Source: an optimization exercise on an open RTL-to-GDS flow (aim: small area, a short achievable clock period and few clock cycles per item). Production flows keep margins and buffers that such runs may drop. Function was checked by simulation only, so behaviour that the tests miss may differ from the original.

==> run a: inputs <==
// radix_codec_engine
module radix_codec_engine (
    input  wire         clk,
    input  wire         rst,
    input  wire         cmd_valid,
    output wire         cmd_ready,
    input  wire [279:0] cmd_word,
    output wire         rsp_valid,
    input  wire         rsp_ready,
    output wire [139:0] rsp_word
);
    reg          busy;       
    reg          comp;       
    reg          pend;       
    reg          sv;         
    reg  [1:0]   rk;
    reg          rs;
    reg  [47:0]  rv;
    reg  [3:0]   s_op;
    reg  [1:0]   s_rin, s_rout;
    reg          s_wf, s_cerr, s_dok;
    reg  [7:0]   s_code;
    reg  [63:0]  s_av, s_bv;
    reg  [4:0]   s_la, s_lb;
    reg          s_at, s_ai, s_na, s_bt, s_bi, s_nb;
    wire [3:0]   f_op;
    wire [1:0]   f_rin, f_rout;
    wire         f_wf, f_cerr, f_dok;
    wire [7:0]   f_code;
    wire [63:0]  f_av, f_bv;
    wire [4:0]   f_la, f_lb;
    wire         f_at, f_ai, f_na, f_bt, f_bi, f_nb;
    wire [1:0]   nk;
    wire         ns;
    wire [47:0]  nv;
    wire         need2;
    wire [139:0] rw;
    rce_core u_core (.cw(cmd_word), .pend(pend), .vld(busy && !comp && !pend),
                     .s_op(s_op), .s_rin(s_rin), .s_rout(s_rout), .s_wf(s_wf),
                     .s_cerr(s_cerr), .s_code(s_code), .s_dok(s_dok),
                     .s_av(s_av), .s_la(s_la), .s_at(s_at), .s_ai(s_ai), .s_na(s_na),
  ...
clock: 100.0 ns
lec_check: 0
abc_area: 1
cap_margin: 35
core_margin: 2
core_utilization: 40
slew_margin: 35
standard.sh (not shown) runs the stock make flow with config.mk's settings and CLKGATE_MAP_FILE= SYNTH_SCRIPT=/design/flow/synth_recipe.tcl, a recipe that flattens the netlist after the stock synthesis.
==> flow/flow/run.sh <==
#!/bin/bash
# The standard layout (standard.sh), with two changes:
# - ORFS's area-oriented ABC mapping script is replaced by
#   flow/abc_area.script, which maps with more area recovery;
# - every input and output port still gets its buffer, but a plain
#   sky130_fd_sc_hd__buf_1 rather than the delay buffer buffer_ports picks.
# The synthesis script, the registers and every other step are the standard
# ones. The run's full output goes to standard_flow.log here.
set -euo pipefail
here=$(pwd)
rm -rf "$here/scripts_x"
cp -r "$FLOW_HOME/scripts" "$here/scripts_x"
cp "$here/flow/abc_area.script" "$here/scripts_x/abc_area.script"
bash "$here/standard.sh" SCRIPTS_DIR="$here/scripts_x" \
    "BUFFER_PORTS_ARGS=-buffer_cell sky130_fd_sc_hd__buf_1" finish \
    > "$here/standard_flow.log" 2>&1
==> flow/flow/abc_area.script <==
strash
&get -n
&fraig -x
&put
dc2
balance
rewrite
refactor
balance
rewrite
rewrite -z
balance
refactor -z
rewrite -z
balance
dc2
strash
&get -n
&dch -f
&nf -R 1000 -p
&put
strash
&get -n
&dch -f
&nf -R 1000 -p
&put
topo
stime -c
buffer -c
upsize -c
dnsize -c
==> run b: changes against run a <==
--- a/flow/design.v
+++ b/flow/design.v
@@ -1000,22 +1000,21 @@
     assign v = a14;
 endmodule
 module rce_bcd (
     input  wire [33:0] n,
     output wire [43:0] bcd
 );
     function [3:0] add3;           
         input [3:0] d;
-        reg c, e;
+        reg c;
         begin
-            e = d[1] | d[0];
-            c = d[3] | (d[2] & e);
+            c = d[3] | (d[2] & (d[1] | d[0]));
             add3[3] = c;
-            add3[2] = d[2] ^ (c & e);
+            add3[2] = (d[2] & ~(d[1] | d[0])) | (d[3] & d[0]);
             add3[1] = d[1] ^ (c & ~d[0]);
             add3[0] = d[0] ^ c;
         end
     endfunction
     wire [3:0] t0 = add3({1'b0, n[33], n[32], n[31]});
     wire [3:0] t1 = add3({t0[2], t0[1], t0[0], n[30]});
     wire [3:0] t2 = add3({t1[2], t1[1], t1[0], n[29]});
     wire [3:0] t3 = add3({t2[2], t2[1], t2[0], n[28]});
@@ -1295,58 +1294,57 @@
     wire enc_op  = (op == 4'h2) | op_encp | op_cvt;
     wire        cvb    = pend | ~at;            
     wire [63:0] cv_nib = cvb ? bv : av;
     wire [4:0]  cv_len = cvb ? lb : la;
     wire [63:0] ra;
     wire [47:0] cm;
     wire        cbig;
     rce_dconv u_cv (.nib(cv_nib), .len(cv_len), .r(ra), .m(cm), .big(cbig));
-    wire a_int = ~pend & ai;
     wire a_txt = pend | at;
+    wire a_int = ~a_txt;
     wire [47:0] ma   = pend ? r_v : cm;
     wire        biga = pend ? r_s : cbig;
-    wire b_int = ~pend & bi;
     wire b_txt = pend | bt;
+    wire b_int = ~b_txt;
     wire [47:0] mb   = cm;
     wire        bigb = cbig;
     wire nza = |ma;
-    wire xok = a_int ? (av[63:48] == 16'd0) : a_txt ? (~biga & ~(na & nza)) : 1'b1;
-    wire [47:0] x = a_int ? av[47:0] : a_txt ? ma : 48'd0;
+    wire xok = a_int ? (av[63:48] == 16'd0) : (~biga & ~(na & nza));
+    wire [47:0] x = a_int ? av[47:0] : ma;
     wire nzb = |mb;
-    wire yok = b_int ? (bv[63:48] == 16'd0) : b_txt ? (~bigb & ~(nb & nzb)) : 1'b1;
-    wire [47:0] y = b_int ? bv[47:0] : b_txt ? mb : 48'd0;
+    wire yok = b_int ? (bv[63:48] == 16'd0) : (~bigb & ~(nb & nzb));
+    wire [47:0] y = b_int ? bv[47:0] : mb;
     wire kpos_i = (bv[63:6] == 58'd0) & (bv[5:0] <= 6'd53);
     wire kneg_i = (bv[63:6] == {58{1'b1}}) & (bv[5:0] >= 6'd11);
     wire [5:0] bneg6 = 6'd0 - bv[5:0];
     wire small53 = (mb[47:6] == 42'd0) & (mb[5:0] <= 6'd53);
-    wire kok = b_int ? (kpos_i | kneg_i) : b_txt ? (~bigb & small53) : 1'b1;
-    wire kn  = b_int ? bv[63] : b_txt ? nb : 1'b0;
-    wire [5:0] km = b_int ? (bv[63] ? bneg6 : bv[5:0]) : b_txt ? mb[5:0] : 6'd0;
+    wire kok = b_int ? (kpos_i | kneg_i) : (~bigb & small53);
+    wire kn  = b_int ? bv[63] : nb;
+    wire [5:0] km = b_int ? (bv[63] ? bneg6 : bv[5:0]) : mb[5:0];
     wire plok = b_int ? ((bv[63:4] == 60'd0) & (bv[3:0] <= 4'd10)) :
-                b_txt ? (~bigb & ~(nb & nzb) & small53 & (mb[5:0] <= 6'd10)) : 1'b1;
-    wire [3:0] pl = b_int ? bv[3:0] : b_txt ? mb[3:0] : 4'd0;
+                (~bigb & ~(nb & nzb) & small53 & (mb[5:0] <= 6'd10));
+    wire [3:0] pl = b_int ? bv[3:0] : mb[3:0];
     wire [43:0] bcd;
     rce_bcd u_bcd (.n(av[33:0]), .bcd(bcd));
     wire [9:0]  bd_ok;
     genvar i;
     generate
         for (i = 0; i < 10; i = i + 1) begin : gb
             assign bd_ok[i] = (rin == 2'b01) ? (bcd[4*i+3 -: 3] == 3'd0) :
                               (rin == 2'b10) ? ~bcd[4*i+3] : 1'b1;
         end
     endgenerate
     wire        dok_e = at ? dok : (&bd_ok);
     wire [39:0] dn = at ? ra[39:0] : bcd[39:0];
     wire [47:0] dv;
     rce_radix_decode u_dec (.dn(dn), .rc(rin), .n(dv));
     wire a40_ok = a_int ? ((av[63:39] == 25'd0) | (av[63:39] == {25{1'b1}})) :
-                  a_txt ? (~biga & ((ma[47:39] == 9'd0) |
-                                    (na & (ma[47:39] == 9'd1) & (ma[38:0] == 39'd0)))) :
-                  1'b1;
+                  (~biga & ((ma[47:39] == 9'd0) |
+                            (na & (ma[47:39] == 9'd1) & (ma[38:0] == 39'd0))));
     wire        ngt = a_txt & na;
     reg  [39:0] pa;
     reg         seen;
     integer     j;
     always @* begin
         seen = 1'b0;
         for (j = 0; j < 40; j = j + 1) begin
             pa[j] = x[j] ^ (ngt & seen);
@@ -1370,21 +1368,18 @@
     wire op_ok = op_dec ? dok_e : op_cvt ? (dok_e & enc_ok) : enc_op ? enc_ok : alu_ok;
     wire c_err = ~pend & cerr;
     wire is_err = c_err | ~op_ok;
     assign need2 = ~pend & wf & ~cerr & at & bt & (op_encp | op_bit);
     wire wf2 = pend | wf;
     wire [7:0] ecode = c_err ? code : 8'h02;
     assign k = ~wf2 ? 2'd0 : is_err ? 2'd1 : (op_dec | op_bit) ? 2'd2 : 2'd3;
     assign s = need2 ? cbig : (op_dec & dv[47]);
-    assign v = need2 ? cm :
-               is_err ? {40'd0, ecode} :
-               op_dec ? dv :
-               op_bit ? alu_r :
-               {4'd0, slen, dig};
+    wire [47:0] vr = op_dec ? dv : op_bit ? alu_r : {4'd0, slen, dig};
+    assign v = need2 ? cm : {vr[47:8], is_err ? ecode : vr[7:0]};
 endmodule
 module radix_codec_engine (
     input  wire         clk,
     input  wire         rst,
     input  wire         cmd_valid,
     output wire         cmd_ready,
     input  wire [279:0] cmd_word,
     output wire         rsp_valid,
==> flow/flow/abc_area.script (replaced) <==
strash
&get -n
&fraig -x
&put
dc2
balance
rewrite
refactor
balance
rewrite
rewrite -z
balance
refactor -z
rewrite -z
balance
dc2
strash
&get -n
&dch -f
&nf -R 1000 -p -F 8 -A 4
&put
strash
&get -n
&dch -f
&nf -R 1000 -p -F 8 -A 4
&put
strash
&get -n
&dch -f
&nf -R 1000 -p -F 8 -A 4
&put
topo
stime -c
buffer -c
upsize -c
dnsize -c
--- a/flow/config.mk
+++ b/flow/config.mk
@@ -5,8 +5,10 @@
 export SDC_FILE = /design/flow/constraint.sdc
 export NUM_CORES = 4
 export LEC_CHECK = 0
 export ABC_AREA = 1
 export CAP_MARGIN = 35
 export CORE_MARGIN = 2
 export CORE_UTILIZATION = 40
 export SLEW_MARGIN = 35
+export SYNTH_HIERARCHICAL = 1
+export SYNTH_MINIMUM_KEEP_SIZE = 12000
==> flow_metrics.tcl <==
set metrics [dict create \
    fp.dieH_um 347.3 \
    endpoint "rsp_word[105]" \
    slowest_delay_ns 0.54 \
    area_delta_synth_final_pct 8.413 \
    crit_top_cell "buf_1" \
    path_max_fanout 8 \
    status "finished clean" \
    dieArea_um2 120600 \
    max_freq_mhz 23.65 \
    synth_seq_cells 216 \
    finalClockSkew_ns 0.02605 \
    min_period_over_period_pct 42.28 \
    cp_slowest_cell "nor2_1" \
    synth_ff_type "edfxtp_1" \
    layout_setup_ws_ns 57.72 \
]
The numbers above come from run a.

==> flow_metrics.tcl <==
set metrics [dict create \
    status "finished clean" \
    fp.dieH_um 347.3 \
    layout_setup_ws_ns 58.64 \
    area_delta_synth_final_pct 9.004 \
    dieArea_um2 120600 \
    path_max_fanout 106 \
    finalClockSkew_ns 0.03215 \
    slowest_delay_ns 0.64 \
    max_freq_mhz 24.18 \
]
The numbers above come from run b.

Testbench counts of run a, summed over its fixed seeds: cycles 48,310, items 24,000.
Testbench counts of run b, summed over its fixed seeds: cycles 48,310, items 24,000.

==> separate check: timing with driven ports <==
Ports are ideal in the flow. The routed layouts listed here were re-timed in OpenROAD.
Step 1: set_driving_cell puts a clkbuf_16 on clk and a buf_2 on each other input, an assumption about the parent block.
Step 2 adds t to the input delays and takes it off the output delays; t is the mean of the earliest and latest rising clock arrival at the registers after step 1. Input paths then give back, and output paths get back, about the clock's delay inside the block.
Slacks: ideal / step 1 / step 2; pairs: ideal / step 1.
| run | t (ns) | setup WS [ns] | latest minus earliest clock arrival (ns) | slew at the worst register clock pin (ns) | worst data-port slew with drivers (ns) |
|---|---|---|---|---|---|
| run a | 0.640 | 57.720 / 57.694 / 57.694 | 0.026 / 0.026 | 0.07 / 0.07 | 0.12 |
| run b | 0.758 | 58.640 / 58.614 / 58.614 | 0.032 / 0.032 | 0.09 / 0.09 | 0.09 |
After both steps every run listed still meets setup and hold.
